Background: an optimization exercise with open tools, aiming at small area. Do not read the settings as production practice. Only simulation tests tie the RTL to the original design; equivalence was not proved. Power is estimated from default activity; no workload was simulated.

### flow/run.sh
#!/bin/bash
# synth_recipe.tcl (not shown) runs the flow's synth.tcl, then flattens the netlist and writes it again
# the make line also repeats each setting of config.mk as NAME=value (left out here)
make -C /OpenROAD-flow-scripts/flow DESIGN_CONFIG=/design/flow/config.mk WORK_HOME=/design/flow/orfs CLKGATE_MAP_FILE= SYNTH_SCRIPT=/design/flow/synth_recipe.tcl finish
### flow/config.mk
export PLATFORM = sky130hd
export DESIGN_NAME = wd1797_core
export DESIGN_NICKNAME = wd1797_core
export VERILOG_FILES = /design/flow/design.v
export SDC_FILE = /design/flow/constraint.sdc
export NUM_CORES = 4
export LEC_CHECK = 0
export CAP_MARGIN = 20
export CORE_MARGIN = 2
export CORE_UTILIZATION = 40
export SLEW_MARGIN = 20
### flow/constraint.sdc
create_clock -name core_clock -period 10.0 [get_ports {clk}]
set_input_delay 2.0000 -clock core_clock [delete_from_list [all_inputs] [get_ports {clk}]]
set_output_delay 2.0000 -clock core_clock [all_outputs]
set_load 0.01 [all_outputs]
### flow/design.v
module wd1797_core (
    input  wire        clk,
    input  wire        rst,           
    input  wire [6:0]  init_track,    
    input  wire        tick,          
    input  wire        rd,
    input  wire        wr,
    input  wire [2:0]  addr,
    input  wire [7:0]  wdata,
    output reg  [7:0]  rdata,
    input  wire        ready_in,      
    output wire [6:0]  med_cyl,
    output wire        med_side,
    output wire [12:0] med_pos,
    input  wire [7:0]  med_byte,
    output wire        intrq,
    output wire        drq,
    output wire        busy,
    output wire        hld,
    output wire        hlt,
    output wire        index_pulse,
    output wire        tg43,
    output wire        dirc,
    output wire        track00
);
    localparam integer TRACK_LEN     = 7500;
    localparam integer SETTLE_T      = 1125;      
    localparam integer E_DELAY_T     = 563;       
    localparam integer HLT_DELAY_T   = 2250;      
    localparam integer HLD_IDLE_T    = 112500;    
    localparam integer DAM_WINDOW    = 43;
    localparam integer WRITE_GAP     = 22;
    localparam integer WRITE_MARK    = 16;
    localparam [4:0] P_IDLE      = 5'd0,
                     P_T1_STEP   = 5'd1,
                     P_T1_SETTLE = 5'd2,
                     P_T1_WAITHLT= 5'd3,
                     P_T1_VERIFY = 5'd4,
                     P_X_EDELAY  = 5'd5,
                     P_X_WAITHLT = 5'd6,
                     P_SEC_ID    = 5'd7,
                     P_RS_DAM    = 5'd8,
                     P_RS_DATA   = 5'd9,
                     P_RS_CRC    = 5'd10,
                     P_WS_GAP    = 5'd11,
                     P_WS_MARK   = 5'd12,
                     P_WS_DATA   = 5'd13,
                     P_WS_CRC    = 5'd14,
                     P_RA_SEARCH = 5'd15,
                     P_RA_XFER   = 5'd16,
                     P_RT_XFER   = 5'd17,
                     P_WT_XFER   = 5'd18;
    function [15:0] crc_step;
        input [15:0] c;
        input [7:0]  b;
        integer i;
        reg [15:0] x;
        begin
            x = c ^ {b, 8'h00};
            for (i = 0; i < 8; i = i + 1)
                x = x[15] ? ((x << 1) ^ 16'h1021) : (x << 1);
            crc_step = x;
        end
    endfunction
    function [15:0] crc_pre;
        input [7:0] mark;
        begin
            crc_pre = crc_step(crc_step(crc_step(crc_step(16'hFFFF, 8'hA1), 8'hA1), 8'hA1), mark);
        end
    endfunction
    reg [7:0]  tr_q, sr_q, dr_q;
    reg        side_q;
    reg        ready_q;
    reg        busy_q;
    reg [4:0]  phase_q;
    reg        layout2_q;
    reg [7:0]  cmd_q;
    reg [3:0]  armed_q;
    reg        seek_err_q, crc_err_q, rnf_q, lost_q, rtype_q;
    reg        drq_q, intrq_q;
    reg        hld_q, hlt_q;
    reg [11:0] t_hlt_q;
    reg [16:0] t_idle_q;
    reg        dir_q;
    reg        tg43_q;
    reg [6:0]  cur_trk_q;
    reg        ip_q;
    reg [12:0] rot_ptr_q;
    reg [12:0] cnt_q;                
    reg [15:0] crc_q;
    reg [2:0]  zr_q;
    reg [1:0]  sc_q;
    reg        am_found_q;
    reg [7:0]  idb0_q, idb2_q;
    reg        idb1z_q, idb1o_q;
    reg [1:0]  idb3_q;
    reg [2:0]  index_count_q;
    reg [7:0]  tr_n, sr_n, dr_n;
    reg        side_n;
    reg        ready_n;
    reg        busy_n;
    reg [4:0]  phase_n;
    reg        layout2_n;
    reg [7:0]  cmd_n;
    reg [3:0]  armed_n;
    reg        seek_err_n, crc_err_n, rnf_n, lost_n, rtype_n;
    reg        drq_n, intrq_n;
    reg        hld_n, hlt_n;
    reg [11:0] t_hlt_n;
    reg [16:0] t_idle_n;
    reg        dir_n;
    reg        tg43_n;
    reg [6:0]  cur_trk_n;
    reg        ip_n;
    reg [12:0] rot_ptr_n;
    reg [12:0] cnt_n;
    reg [15:0] crc_n;
    reg [2:0]  zr_n;
    reg [1:0]  sc_n;
    reg        am_found_n;
    reg [7:0]  idb0_n, idb2_n;
    reg        idb1z_n, idb1o_n;
    reg [1:0]  idb3_n;
    reg [2:0]  index_count_n;
    wire [1:0] f_rate = cmd_q[1:0];
    wire       f_V    = cmd_q[2];
    wire       f_u    = cmd_q[4];
    wire       f_m    = cmd_q[4];
    wire       f_b    = cmd_q[3];
    wire       f_a0   = cmd_q[0];
    wire c_restore = (cmd_q[7:4] == 4'b0000);
    wire c_seek    = (cmd_q[7:4] == 4'b0001);
    wire c_rsec    = (cmd_q[7:5] == 3'b100);
    wire c_wsec    = (cmd_q[7:5] == 3'b101);
    wire c_raddr   = (cmd_q[7:4] == 4'b1100);
    wire c_rtrk    = (cmd_q[7:4] == 4'b1110);
    wire c_wtrk    = (cmd_q[7:4] == 4'b1111);
    reg [12:0] step_last;
    always @(*) begin
        case (f_rate)
            2'd0: step_last = 13'd224;
            2'd1: step_last = 13'd449;
            2'd2: step_last = 13'd749;
            default: step_last = 13'd1124;
        endcase
    end
    wire        trk0 = (cur_trk_q == 7'd0);
    wire [7:0] status = layout2_q ?
        {~ready_q, 1'b0, rtype_q, rnf_q, crc_err_q, lost_q, drq_q, busy_q} :
        {~ready_q, 1'b0, hld_q & hlt_q, seek_err_q, crc_err_q, trk0, ip_q, busy_q};
    always @(*) begin
        case (addr)
            3'd0:    rdata = status;
            3'd1:    rdata = tr_q;
            3'd2:    rdata = sr_q;
            3'd3:    rdata = dr_q;
            default: rdata = 8'h00;
        endcase
    end
    wire        wrap     = (rot_ptr_q == TRACK_LEN - 1);
    wire [12:0] next_ptr = wrap ? 13'd0 : rot_ptr_q + 13'd1;
    assign med_cyl     = cur_trk_q;
    assign med_side    = side_q;
    assign med_pos     = next_ptr;
    assign intrq       = intrq_q;
    assign drq         = drq_q;
    assign busy        = busy_q;
    assign hld         = hld_q;
    assign hlt         = hlt_q;
    assign index_pulse = ip_q;
    assign tg43        = tg43_q;
    assign dirc        = dir_q;
    assign track00     = trk0;
    reg        ie;
    reg [7:0]  b;
    reg [7:0]  v;
    reg        moved;
    reg        det_zero, det_sync;
    reg        id_done, id_ok;
    reg [7:0]  take_v;
    reg        finish;          
    wire [12:0] cnt_inc = cnt_q + 13'd1;
    always @(*) begin
        tr_n = tr_q; sr_n = sr_q; dr_n = dr_q;
        side_n = side_q; ready_n = ready_q;
        busy_n = busy_q; phase_n = phase_q;
        layout2_n = layout2_q; cmd_n = cmd_q;
        armed_n = armed_q;
        seek_err_n = seek_err_q; crc_err_n = crc_err_q; rnf_n = rnf_q;
        lost_n = lost_q; rtype_n = rtype_q;
        drq_n = drq_q; intrq_n = intrq_q;
        hld_n = hld_q; hlt_n = hlt_q; t_hlt_n = t_hlt_q; t_idle_n = t_idle_q;
        dir_n = dir_q; tg43_n = tg43_q; cur_trk_n = cur_trk_q;
        ip_n = ip_q; rot_ptr_n = rot_ptr_q;
        cnt_n = cnt_q;
        crc_n = crc_q; zr_n = zr_q; sc_n = sc_q; am_found_n = am_found_q;
        idb0_n = idb0_q; idb2_n = idb2_q; idb1z_n = idb1z_q; idb1o_n = idb1o_q;
        idb3_n = idb3_q;
        index_count_n = index_count_q;
        ie = 1'b0; b = med_byte; v = wdata;
        moved = 1'b0;
        det_zero = 1'b0; det_sync = 1'b0;
        id_done = 1'b0; id_ok = 1'b0;
        take_v = 8'h00;
        finish = 1'b0;
        if (wr) begin
            case (addr)
                3'd0: begin
                    if (v[7:4] == 4'hD) begin
                        intrq_n = 1'b0;
                        armed_n = v[3:0];
                        if (busy_q) begin
                            if (v[3:0] == 4'h0 || v[3]) begin
                                busy_n = 1'b0;
                                phase_n = P_IDLE;
                                drq_n = 1'b0;
                            end
                        end else begin
                            layout2_n = 1'b0;
                            drq_n = 1'b0;
                        end
                        if (v[3]) intrq_n = 1'b1;
                    end else if (!busy_q) begin
                        intrq_n = 1'b0;
                        drq_n = 1'b0;
                        seek_err_n = 1'b0; crc_err_n = 1'b0; rnf_n = 1'b0;
                        lost_n = 1'b0; rtype_n = 1'b0;
                        cmd_n = v;
                        layout2_n = v[7];
                        if (v[7] && !ready_q) begin
                            intrq_n = 1'b1;
                        end else begin
                            busy_n = 1'b1;
                            cnt_n = 13'd0;
                            if (!v[7]) begin
                                if (v[3]) begin
                                    if (!hld_q) begin
                                        hld_n = 1'b1; hlt_n = 1'b0; t_hlt_n = 12'd0;
                                    end
                                end else begin
                                    hld_n = 1'b0;
                                end
                                if (v[6:4] == 3'b000) dir_n = 1'b0;
                                else if (v[6:4] == 3'b001) begin
                                    if (dr_q > tr_q) dir_n = 1'b1;
                                    else if (dr_q < tr_q) dir_n = 1'b0;
                                end
                                else if (v[6:5] == 2'b10) dir_n = 1'b1;
                                else if (v[6:5] == 2'b11) dir_n = 1'b0;
                                phase_n = P_T1_STEP;
                            end else begin
                                side_n = v[1];
                                if (!hld_q) begin
                                    hld_n = 1'b1; hlt_n = 1'b0; t_hlt_n = 12'd0;
                                end
                                phase_n = v[2] ? P_X_EDELAY : P_X_WAITHLT;
                            end
                        end
                    end
                end
                3'd1: tr_n = v;
                3'd2: sr_n = v;
                3'd3: begin
                    dr_n = v;
                    if (c_wsec || c_wtrk) drq_n = 1'b0;
                end
                3'd4: side_n = v[0];
                default: ;
            endcase
        end else if (rd) begin
            if (addr == 3'd0) intrq_n = 1'b0;
            if (addr == 3'd3 && (c_rsec || c_raddr || c_rtrk))
                drq_n = 1'b0;
        end else if (ready_in != ready_q) begin
            ready_n = ready_in;
            if ((ready_in && armed_q[0]) || (!ready_in && armed_q[1])) begin
                intrq_n = 1'b1;
                busy_n = 1'b0;
                phase_n = P_IDLE;
                if (busy_q) drq_n = 1'b0;
            end
        end else if (tick) begin
            rot_ptr_n = next_ptr;
            ip_n = wrap;
            ie = wrap;
            if (hld_q && !hlt_q) begin
                if (t_hlt_q == HLT_DELAY_T - 1) begin
                    hlt_n = 1'b1;
                    t_hlt_n = 12'd0;
                end else begin
                    t_hlt_n = t_hlt_q + 12'd1;
                end
            end
            tg43_n = (tr_q > 8'd43);
            if (ie && armed_q[2]) begin
                intrq_n = 1'b1;
                if (busy_q) begin
                    busy_n = 1'b0;
                    phase_n = P_IDLE;
                    drq_n = 1'b0;
                end
            end else if (busy_q) begin
                det_zero = (b == 8'h00);
                det_sync = (b == 8'hA1) && zr_q[2] && zr_q[1] && (sc_q != 2'd3);
                case (phase_q)
                    P_T1_STEP: begin
                        if (c_restore) begin
                            if (!trk0) begin
                                if (cnt_q == step_last) begin
                                    cnt_n = 13'd0;
                                    cur_trk_n = cur_trk_q - 7'd1;
                                end else begin
                                    cnt_n = cnt_inc;
                                end
                            end
                            if (cur_trk_n == 7'd0) begin
                                tr_n = 8'd0;
                                moved = 1'b1;
                            end
                        end else if (c_seek) begin
                            if (tr_q != dr_q) begin
                                if (cnt_q == step_last) begin
                                    cnt_n = 13'd0;
                                    if (dr_q > tr_q) begin
                                        dir_n = 1'b1;
                                        tr_n = tr_q + 8'd1;
                                        if (cur_trk_q != 7'd79) cur_trk_n = cur_trk_q + 7'd1;
                                    end else begin
                                        dir_n = 1'b0;
                                        tr_n = tr_q - 8'd1;
                                        if (!trk0) cur_trk_n = cur_trk_q - 7'd1;
                                    end
                                end else begin
                                    cnt_n = cnt_inc;
                                end
                            end
                            if (tr_n == dr_q) moved = 1'b1;
                        end else begin
                            if (cnt_q == step_last) begin
                                cnt_n = 13'd0;
                                if (!((!dir_q && trk0) || (dir_q && cur_trk_q == 7'd79))) begin
                                    if (dir_q) cur_trk_n = cur_trk_q + 7'd1;
                                    else       cur_trk_n = cur_trk_q - 7'd1;
                                    if (f_u) tr_n = dir_q ? tr_q + 8'd1 : tr_q - 8'd1;
                                end
                                moved = 1'b1;
                            end else begin
                                cnt_n = cnt_inc;
                            end
                        end
                        if (moved) begin
                            if (f_V) begin
                                if (!hld_n) begin
                                    hld_n = 1'b1; hlt_n = 1'b0; t_hlt_n = 12'd0;
                                end
                                cnt_n = 13'd0;
                                phase_n = P_T1_SETTLE;
                            end else begin
                                finish = 1'b1;
                            end
                        end
                    end
                    P_T1_SETTLE: begin
                        if (cnt_q == SETTLE_T - 1) begin
                            phase_n = P_T1_WAITHLT;
                        end else begin
                            cnt_n = cnt_inc;
                        end
                    end
                    P_T1_WAITHLT: begin
                        if (hlt_n) begin
                            zr_n = 3'd0; sc_n = 2'd0; am_found_n = 1'b0;
                            index_count_n = 3'd0;
                            phase_n = P_T1_VERIFY;
                        end
                    end
                    P_T1_VERIFY, P_SEC_ID: begin
                        if (!am_found_q) begin
                            if (det_zero) begin
                                zr_n = (zr_q == 3'd7) ? zr_q : zr_q + 3'd1;
                                sc_n = 2'd0;
                            end else if (det_sync) begin
                                sc_n = sc_q + 2'd1;
                            end else begin
                                zr_n = 3'd0; sc_n = 2'd0;
                                if (b == 8'hFE && sc_q == 2'd3) begin
                                    am_found_n = 1'b1;
                                    cnt_n = 13'd0;
                                    crc_n = crc_pre(8'hFE);
                                end
                            end
                        end else begin
                            cnt_n = cnt_inc;
                            case (cnt_q[2:0])
                                3'd0: idb0_n = b;
                                3'd1: begin idb1z_n = (b == 8'h00); idb1o_n = (b == 8'h01); end
                                3'd2: idb2_n = b;
                                3'd3: idb3_n = b[1:0];
                                default: ;
                            endcase
                            if (cnt_q[2:0] != 3'd5) crc_n = crc_step(crc_q, b);
                            if (cnt_q[2:0] == 3'd5) begin
                                am_found_n = 1'b0;
                                id_done = 1'b1;
                                id_ok = (crc_q == {b, 8'h00});
                            end
                        end
                        if (phase_q == P_T1_VERIFY) begin
                            if (id_done && idb0_q == tr_q) begin
                                if (id_ok) begin
                                    finish = 1'b1;
                                    moved = 1'b1;
                                end else begin
                                    crc_err_n = 1'b1;
                                end
                            end
                        end else begin
                            if (id_done && idb0_q == tr_q && (side_q ? idb1o_q : idb1z_q) &&
                                idb2_q == sr_q &&
                                (f_b ? (idb3_q == 2'd2) : (idb3_q == 2'd1))) begin
                                if (id_ok) begin
                                    cnt_n = 13'd0;
                                    if (c_rsec) begin
                                        zr_n = 3'd0; sc_n = 2'd0;
                                        phase_n = P_RS_DAM;
                                    end else begin
                                        drq_n = 1'b1;
                                        phase_n = P_WS_GAP;
                                    end
                                    moved = 1'b1;
                                end else begin
                                    crc_err_n = 1'b1;
                                end
                            end
                        end
                    end
                    P_RS_DAM: begin
                        cnt_n = cnt_inc;
                        if (det_zero) begin
                            zr_n = (zr_q == 3'd7) ? zr_q : zr_q + 3'd1;
                            sc_n = 2'd0;
                        end else if (det_sync) begin
                            sc_n = sc_q + 2'd1;
                        end else begin
                            zr_n = 3'd0; sc_n = 2'd0;
                        end
                        if (!det_zero && !det_sync && sc_q == 2'd3 &&
                            (b == 8'hFB || b == 8'hF8)) begin
                            rtype_n = (b == 8'hF8);
                            crc_n = (b == 8'hF8) ? crc_pre(8'hF8) : crc_pre(8'hFB);
                            cnt_n = 13'd0;
                            phase_n = P_RS_DATA;
                            moved = 1'b1;
                        end else if (cnt_q == DAM_WINDOW - 1) begin
                            am_found_n = 1'b0;
                            zr_n = 3'd0; sc_n = 2'd0;
                            phase_n = P_SEC_ID;
                            moved = 1'b1;
                        end
                    end
                    P_RS_DATA: begin
                        if (drq_q) lost_n = 1'b1;
                        dr_n = b;
                        drq_n = 1'b1;
                        crc_n = crc_step(crc_q, b);
                        cnt_n = cnt_inc;
                        if (cnt_q == 13'd511) begin
                            cnt_n = 13'd0;
                            phase_n = P_RS_CRC;
                        end
                    end
                    P_RS_CRC: begin
                        cnt_n = cnt_inc;
                        if (cnt_q[0] == 1'b0) begin
                            crc_n = crc_step(crc_q, b);
                        end else begin
                            if (crc_q != {b, 8'h00}) begin
                                crc_err_n = 1'b1;
                                finish = 1'b1;
                            end else if (f_m && sr_q < 8'd9) begin
                                sr_n = sr_q + 8'd1;
                                zr_n = 3'd0; sc_n = 2'd0; am_found_n = 1'b0;
                                index_count_n = 3'd0;
                                phase_n = P_SEC_ID;
                            end else begin
                                finish = 1'b1;
                            end
                        end
                    end
                    P_WS_GAP: begin
                        cnt_n = cnt_inc;
                        if (cnt_q == WRITE_GAP - 1) begin
                            if (drq_q) begin
                                lost_n = 1'b1;
                                drq_n = 1'b0;
                                finish = 1'b1;
                            end else begin
                                cnt_n = 13'd0;
                                phase_n = P_WS_MARK;
                            end
                        end
                    end
                    P_WS_MARK: begin
                        cnt_n = cnt_inc;
                        if (cnt_q == WRITE_MARK - 1) begin
                            crc_n = f_a0 ? crc_pre(8'hF8) : crc_pre(8'hFB);
                            cnt_n = 13'd0;
                            phase_n = P_WS_DATA;
                        end
                    end
                    P_WS_DATA: begin
                        if (drq_q) begin
                            lost_n = 1'b1;
                            take_v = 8'h00;
                        end else begin
                            take_v = dr_q;
                        end
                        crc_n = crc_step(crc_q, take_v);
                        cnt_n = cnt_inc;
                        if (cnt_q != 13'd511) begin
                            drq_n = 1'b1;
                        end else begin
                            drq_n = 1'b0;
                            cnt_n = 13'd0;
                            phase_n = P_WS_CRC;
                        end
                    end
                    P_WS_CRC: begin
                        cnt_n = cnt_inc;
                        if (cnt_q[0] == 1'b1) begin
                            if (f_m && sr_q < 8'd9) begin
                                sr_n = sr_q + 8'd1;
                                zr_n = 3'd0; sc_n = 2'd0; am_found_n = 1'b0;
                                index_count_n = 3'd0;
                                phase_n = P_SEC_ID;
                            end else begin
                                finish = 1'b1;
                            end
                        end
                    end
                    P_X_EDELAY: begin
                        if (cnt_q == E_DELAY_T - 1) begin
                            phase_n = P_X_WAITHLT;
                        end else begin
                            cnt_n = cnt_inc;
                        end
                    end
                    P_X_WAITHLT: begin
                        if (hlt_n) begin
                            cnt_n = 13'd0;
                            if (c_rsec || c_wsec) begin
                                zr_n = 3'd0; sc_n = 2'd0; am_found_n = 1'b0;
                                index_count_n = 3'd0;
                                phase_n = P_SEC_ID;
                            end else if (c_raddr) begin
                                zr_n = 3'd0; sc_n = 2'd0; am_found_n = 1'b0;
                                index_count_n = 3'd0;
                                phase_n = P_RA_SEARCH;
                            end else if (c_rtrk) begin
                                phase_n = P_RT_XFER;
                            end else begin
                                drq_n = 1'b1;
                                phase_n = P_WT_XFER;
                            end
                        end
                    end
                    P_RA_SEARCH: begin
                        if (det_zero) begin
                            zr_n = (zr_q == 3'd7) ? zr_q : zr_q + 3'd1;
                            sc_n = 2'd0;
                        end else if (det_sync) begin
                            sc_n = sc_q + 2'd1;
                        end else begin
                            zr_n = 3'd0; sc_n = 2'd0;
                            if (b == 8'hFE && sc_q == 2'd3) begin
                                crc_n = crc_pre(8'hFE);
                                cnt_n = 13'd0;
                                phase_n = P_RA_XFER;
                                moved = 1'b1;
                            end
                        end
                    end
                    P_RA_XFER: begin
                        if (drq_q) lost_n = 1'b1;
                        dr_n = b;
                        drq_n = 1'b1;
                        if (cnt_q[2:0] == 3'd0) idb0_n = b;
                        cnt_n = cnt_inc;
                        if (cnt_q[2:0] != 3'd5) crc_n = crc_step(crc_q, b);
                        if (cnt_q[2:0] == 3'd5) begin
                            if (crc_q != {b, 8'h00}) crc_err_n = 1'b1;
                            sr_n = idb0_q;
                            finish = 1'b1;
                        end
                    end
                    P_RT_XFER: begin
                        if (drq_q) lost_n = 1'b1;
                        dr_n = b;
                        drq_n = 1'b1;
                        cnt_n = cnt_inc;
                        if (cnt_q == TRACK_LEN - 1) finish = 1'b1;
                    end
                    P_WT_XFER: begin
                        if (cnt_q == 13'd0 && drq_q) begin
                            lost_n = 1'b1;
                            drq_n = 1'b0;
                            finish = 1'b1;
                        end else begin
                            if (drq_q) lost_n = 1'b1;
                            cnt_n = cnt_inc;
                            if (cnt_q != TRACK_LEN - 1) begin
                                drq_n = 1'b1;
                            end else begin
                                drq_n = 1'b0;
                                finish = 1'b1;
                            end
                        end
                    end
                    default: ;
                endcase
                if ((phase_q == P_T1_VERIFY || phase_q == P_SEC_ID ||
                     phase_q == P_RS_DAM || phase_q == P_RA_SEARCH) && !moved && ie) begin
                    index_count_n = index_count_q + 3'd1;
                    if (index_count_q == 3'd4) begin
                        if (phase_q == P_T1_VERIFY) seek_err_n = 1'b1;
                        else                        rnf_n = 1'b1;
                        finish = 1'b1;
                    end
                end
                if (finish) begin
                    busy_n = 1'b0; phase_n = P_IDLE;
                    intrq_n = 1'b1; t_idle_n = 17'd0;
                end
            end
            if (busy_n) begin
                t_idle_n = 17'd0;
            end else if (hld_n) begin
                if (t_idle_n == HLD_IDLE_T - 1) begin
                    hld_n = 1'b0;
                    t_idle_n = 17'd0;
                end else begin
                    t_idle_n = t_idle_n + 17'd1;
                end
            end
        end
    end
    always @(posedge clk) begin
        if (rst) begin
            tr_q <= 8'd0; sr_q <= 8'd0; dr_q <= 8'd0;
            side_q <= 1'b0;
            ready_q <= ready_in;
            busy_q <= 1'b0;
            phase_q <= P_IDLE;
            layout2_q <= 1'b0;
            cmd_q <= 8'd0;
            armed_q <= 4'd0;
            seek_err_q <= 1'b0; crc_err_q <= 1'b0; rnf_q <= 1'b0;
            lost_q <= 1'b0; rtype_q <= 1'b0;
            drq_q <= 1'b0; intrq_q <= 1'b0;
            hld_q <= 1'b0; hlt_q <= 1'b0; t_hlt_q <= 12'd0; t_idle_q <= 17'd0;
            dir_q <= 1'b0; tg43_q <= 1'b0;
            cur_trk_q <= init_track;
            ip_q <= 1'b0;
            rot_ptr_q <= 13'd0;
            cnt_q <= 13'd0;
            crc_q <= 16'd0; zr_q <= 3'd0; sc_q <= 2'd0; am_found_q <= 1'b0;
            idb0_q <= 8'd0; idb2_q <= 8'd0; idb1z_q <= 1'b0; idb1o_q <= 1'b0;
            idb3_q <= 2'd0;
            index_count_q <= 3'd0;
        end else begin
            tr_q <= tr_n; sr_q <= sr_n; dr_q <= dr_n;
            side_q <= side_n;
            ready_q <= ready_n;
            busy_q <= busy_n;
            phase_q <= phase_n;
            layout2_q <= layout2_n;
            cmd_q <= cmd_n;
            armed_q <= armed_n;
            seek_err_q <= seek_err_n; crc_err_q <= crc_err_n; rnf_q <= rnf_n;
            lost_q <= lost_n; rtype_q <= rtype_n;
            drq_q <= drq_n; intrq_q <= intrq_n;
            hld_q <= hld_n; hlt_q <= hlt_n; t_hlt_q <= t_hlt_n; t_idle_q <= t_idle_n;
            dir_q <= dir_n; tg43_q <= tg43_n;
            cur_trk_q <= cur_trk_n;
            ip_q <= ip_n;
            rot_ptr_q <= rot_ptr_n;
            cnt_q <= cnt_n;
            crc_q <= crc_n; zr_q <= zr_n; sc_q <= sc_n; am_found_q <= am_found_n;
            idb0_q <= idb0_n; idb2_q <= idb2_n; idb1z_q <= idb1z_n; idb1o_q <= idb1o_n;
            idb3_q <= idb3_n;
            index_count_q <= index_count_n;
        end
    end
endmodule
==> flow_summary.ini <==
[timing]
worst_pin_slew_ps = 1077
finClkSkew_ps = 14.78
fmax_mhz = 140.2
finalHoldViolations = 0
setup_viol = 0
slew_headroom = 0.2801
fin_ws_ps = 2866
finalSetupTns_ps = 0
final-max-slew-violation-count = 0
rsz0062_at_grt = no
fin_crit_ps = 7134
finalCritPeriodShare = 0.7134

[critical_path]
r2r-end = t_idle_q[15]$_SDFFE_PP0P_
crit_path_start_kind = primary input
crit_required_ps = 10350
critPathKind = primary input to flip-flop
crit_arrival_ps = 7490
worst-path-max-fanout = 13
r2r_start = tr_q[5]$_SDFFE_PP0P_
r2r_slack_ps = 3570
r2r_cells = 19
crit_path_end_kind = flip-flop

[clocking]
clockBufferDepth = 2
numClockSinks = 163
cts.root.buffer_cell = clkbuf_16
cts_tree = done
cts.clk_slew.worst_paths_ps = 80
cts_made_buffers = 17
post_cts_resized = 0
htree_levels = 4
cts_hold_buf = 0
insertion_delay_ps = 460
postCtsSetupBuffers = 0

[routing]
vias = 14520
dr.pass1.iters = 6
drt-vias-per-instance = 6.251
drc = 0
ant_nets = 0
wl_per_cell_um = 21.44
routed_wl_um = 49800
initialDrtViolationCount = 1662

[pwr]
vdd_ir_drop_max_v = 0.0001248
p_switching_w = 0.0005260
total_power_w = 0.001690
powerDensity_nw_per_um2 = 113.7
combPwrFrac = 0.171
seqPwrFrac = 0.404
pwr-share-clk = 0.424
p_leak_nw = 5.370
p_int_w = 0.001164
switching_share = 0.3112

[grt]
grt_max_degree = 54
grt_pass1_wl_um = 78370
grt_overflow_total = 0
grtUsageTotal = 0.2817
grt_pass1_vias = 13330
antenna_found_initial = 0

[synthesis]
yosys.area_share.simple = 0.2951
synth_top_family_by_area = simple AND/OR/NAND/NOR gates
synth_async_sr_flop_share = 0
syn_area_um2 = 13310
ys_types = 97
synth_compound_area_frac = 0.2603
seq_area_frac_synth = 0.2512
synth_edf_count = 8
ys_ff_latch = 163
postSynthAreaPerCell_um2 = 7.058
yosysWarnings = 1
synthMuxAreaShare = 0.03243
synth_xor_area_frac = 0.07895
synth_fa_ha_area_frac = 0.02820
synth_flop_cell = dfxtp_1
netlist_instances = 1886
syn-num-nets = 1948

[min_path]
holdPathStages = 2
whs_endpoint = idb1o_q$_SDFFE_PP0P_
hold_path_class = flip-flop to flip-flop
hp-start = idb1o_q$_SDFFE_PP0P_

[layout]
nets = 1929
fin_util = 0.4559
fill_cells = 3377
diodes = 0
areaGrowthSynthToFinish_pct = 11.70
drive_gt1_frac = 0.05904

[floorplanning]
rows = 66
io_pins = 70
initial_core_util = 0.4081
die_w_um = 186.4
die-area_um2 = 34750
die_h_um = 186.4
core_um2 = 32620

[placement]
io_buffers = 69
pre_cts_slack_ps = 2533
dp_hpwl_um = 36820
place_congestion = 0.9519

[run]
drv_cap = 0

[outcome]
outcome = timing/DRC/antenna clean
[power groups by stage]
stage / registers (W) / clock network, W / logic [W]
5_1_grt: 0.000685 / 0.000751 / 0.000311
6_report: 0.000683 / 0.000717 / 0.000289
3_3_place_gp: 0.000698 / 0 / 0.000279
3_5_place_dp: 0.000698 / 0 / 0.000281
2_1_floorplan: 0.000689 / 0 / 0.000189
4_1_cts: 0.000683 / 0.000729 / 0.000282
[routing by layer]
metal	global-route usage	wire [µm]
met2	0.4337	21770
met1	0.3953	22460
met3	0.05134	4337
met4	0.09477	1228
met5	0	0
[per-stage QoR]
step	cell area (µm²)	std cells	hold WS, ps
3_3_place_gp	14230	2289	442.9
2_1_floorplan	13310	1886	426.1
4_1_cts	14860	2322	467.3
5_1_grt	14870	2322	486.7
3_5_place_dp	14240	2290	453.0
6_report	14870	2322	465.4
[kinds of logic after synthesis]
| family | after synthesis |
|---|---|
| xor+xnor | 120 |
| simple gates | 815 |
| fa+ha+maj | 30 |
| buf+inv | 184 |
| compound gates | 535 |
| flops | 163 |
| mux | 39 |
[flip-flops by register name, indices dropped and copies added (netlist names), 7 cells and up]
register / count
t_idle_q: 17
crc_q: 16
cnt_q: 13
rot_ptr_q: 13
t_hlt_q: 12
cmd_q: 8
dr_q: 8
idb0_q: 8
idb2_q: 8
sr_q: 8
tr_q: 8
cur_trk_q: 7
[final cells by class]
type                       count  area (µm²)  area share
tap                          442       553.0     0.03719
sequential                   163        3343      0.2248
timing repair buffer          93       863.3     0.05806
multi-input combinational   1539        9291      0.6249
clock buffer                  17       425.4     0.02861
inverter                      53       198.9     0.01338
clock inverter                15       193.9     0.01304
[placed cells by master, fill, tap and decap left out, drive strengths merged, types with 24 or more instances in the layout]
master,synthesis,final
nor2,235,235
nand2,227,227
dfxtp,155,155
a21oi,146,146
o21ai,134,134
xnor2,74,74
clkdlybuf4s50,0,67
nand3,67,67
nor3,64,64
inv,53,60
xor2,46,46
and3,39,39
a22oi,36,36
mux2i,33,33
ha,30,30
nor2b,28,28
nand4,27,27
a31oi,26,26
buf,12,26
o22ai,25,25
a211oi,24,24
[worst max path at each step]
stage,start,end,slack (ps),depth (start not counted)
2_1_floorplan,med_byte[4],t_idle_q[16]$_SDFFE_PP0P_,4060,20
3_3_place_gp,med_byte[0],t_idle_q[16]$_SDFFE_PP0P_,2790,20
3_5_place_dp,med_byte[0],t_idle_q[11]$_SDFFE_PP0P_,2530,20
4_1_cts,med_byte[0],t_idle_q[16]$_SDFFE_PP0P_,3000,20
5_1_grt,med_byte[0],t_idle_q[12]$_SDFFE_PP0P_,2410,20
6_report,med_byte[0],t_idle_q[16]$_SDFFE_PP0P_,2870,20
[critical path: stages]
cell and delay, ps:
clkdlybuf4s50_1 670, xnor2_1 430, nand2_1 110, nor4_2 470, nand2_1 180, o311ai_1 380
or2_2 190, nor3b_2 470, o311ai_1 190, nand3_1 460, and2_1 240, ha_1 230
and3_1 250, nand3_1 90, nor2_1 120, nand4_1 160, a21oi_1 270, nand2_1 100
o211a_1 230, a211o_1 260
[Yosys cell counts (all sizes together), types with 5 or more instances]
library cell | number | share of area
o221ai | 13 | 0.0086
nand2 | 227 | 0.064
inv | 53 | 0.015
o21bai | 6 | 0.0034
ha | 30 | 0.028
nor4 | 22 | 0.011
nor4b | 6 | 0.0039
nand4b | 6 | 0.0039
o22ai | 25 | 0.012
or3 | 10 | 0.0047
o31ai | 6 | 0.0034
nand3 | 67 | 0.026
clkbuf | 119 | 0.034
nor2 | 235 | 0.066
and3 | 39 | 0.019
buf | 12 | 0.0053
xor2 | 46 | 0.030
o21ai | 134 | 0.051
nand2b | 19 | 0.0089
xnor2 | 74 | 0.049
a21boi | 5 | 0.0037
a211oi | 24 | 0.014
o211ai | 21 | 0.012
a21o | 13 | 0.0073
mux2i | 33 | 0.025
o311ai | 10 | 0.0066
a22oi | 36 | 0.020
a22o | 8 | 0.0059
a31oi | 26 | 0.012
edfxtp | 8 | 0.018
nand4 | 27 | 0.013
and2 | 16 | 0.0075
or2 | 13 | 0.0061
nor2b | 28 | 0.013
or4 | 10 | 0.0059
nor3 | 64 | 0.024
a21oi | 146 | 0.055
dfxtp | 155 | 0.23
a32o | 5 | 0.0038
a311oi | 9 | 0.0064
a32oi | 6 | 0.0039

## what the ideal ports hide
In the flow no input, the clock included, has a driving cell. The finished layout below was timed again as built, in two steps. Step 1, drivers: a clkbuf_16 drives clk and a buf_2 each remaining input, both assumed. Step 2, shift: input delay + t, output delay - t, t = (earliest + latest rising clock arrival at the registers) / 2. This alone moves slack from input paths to output paths. a / b / c = ideal / step 1 / step 2; a / b = the first two.
shift t [ns]: 0.506
setup WS [ns]: 2.866 / 2.874 / 2.368
worst setup path after step 2: input to register
latest minus earliest clock arrival (ns): 0.015 / 0.015
After both steps this run still meets setup and hold. For this run, drivers alone change the setup slack by +0.008 ns; drivers and shift together by -0.498 ns.
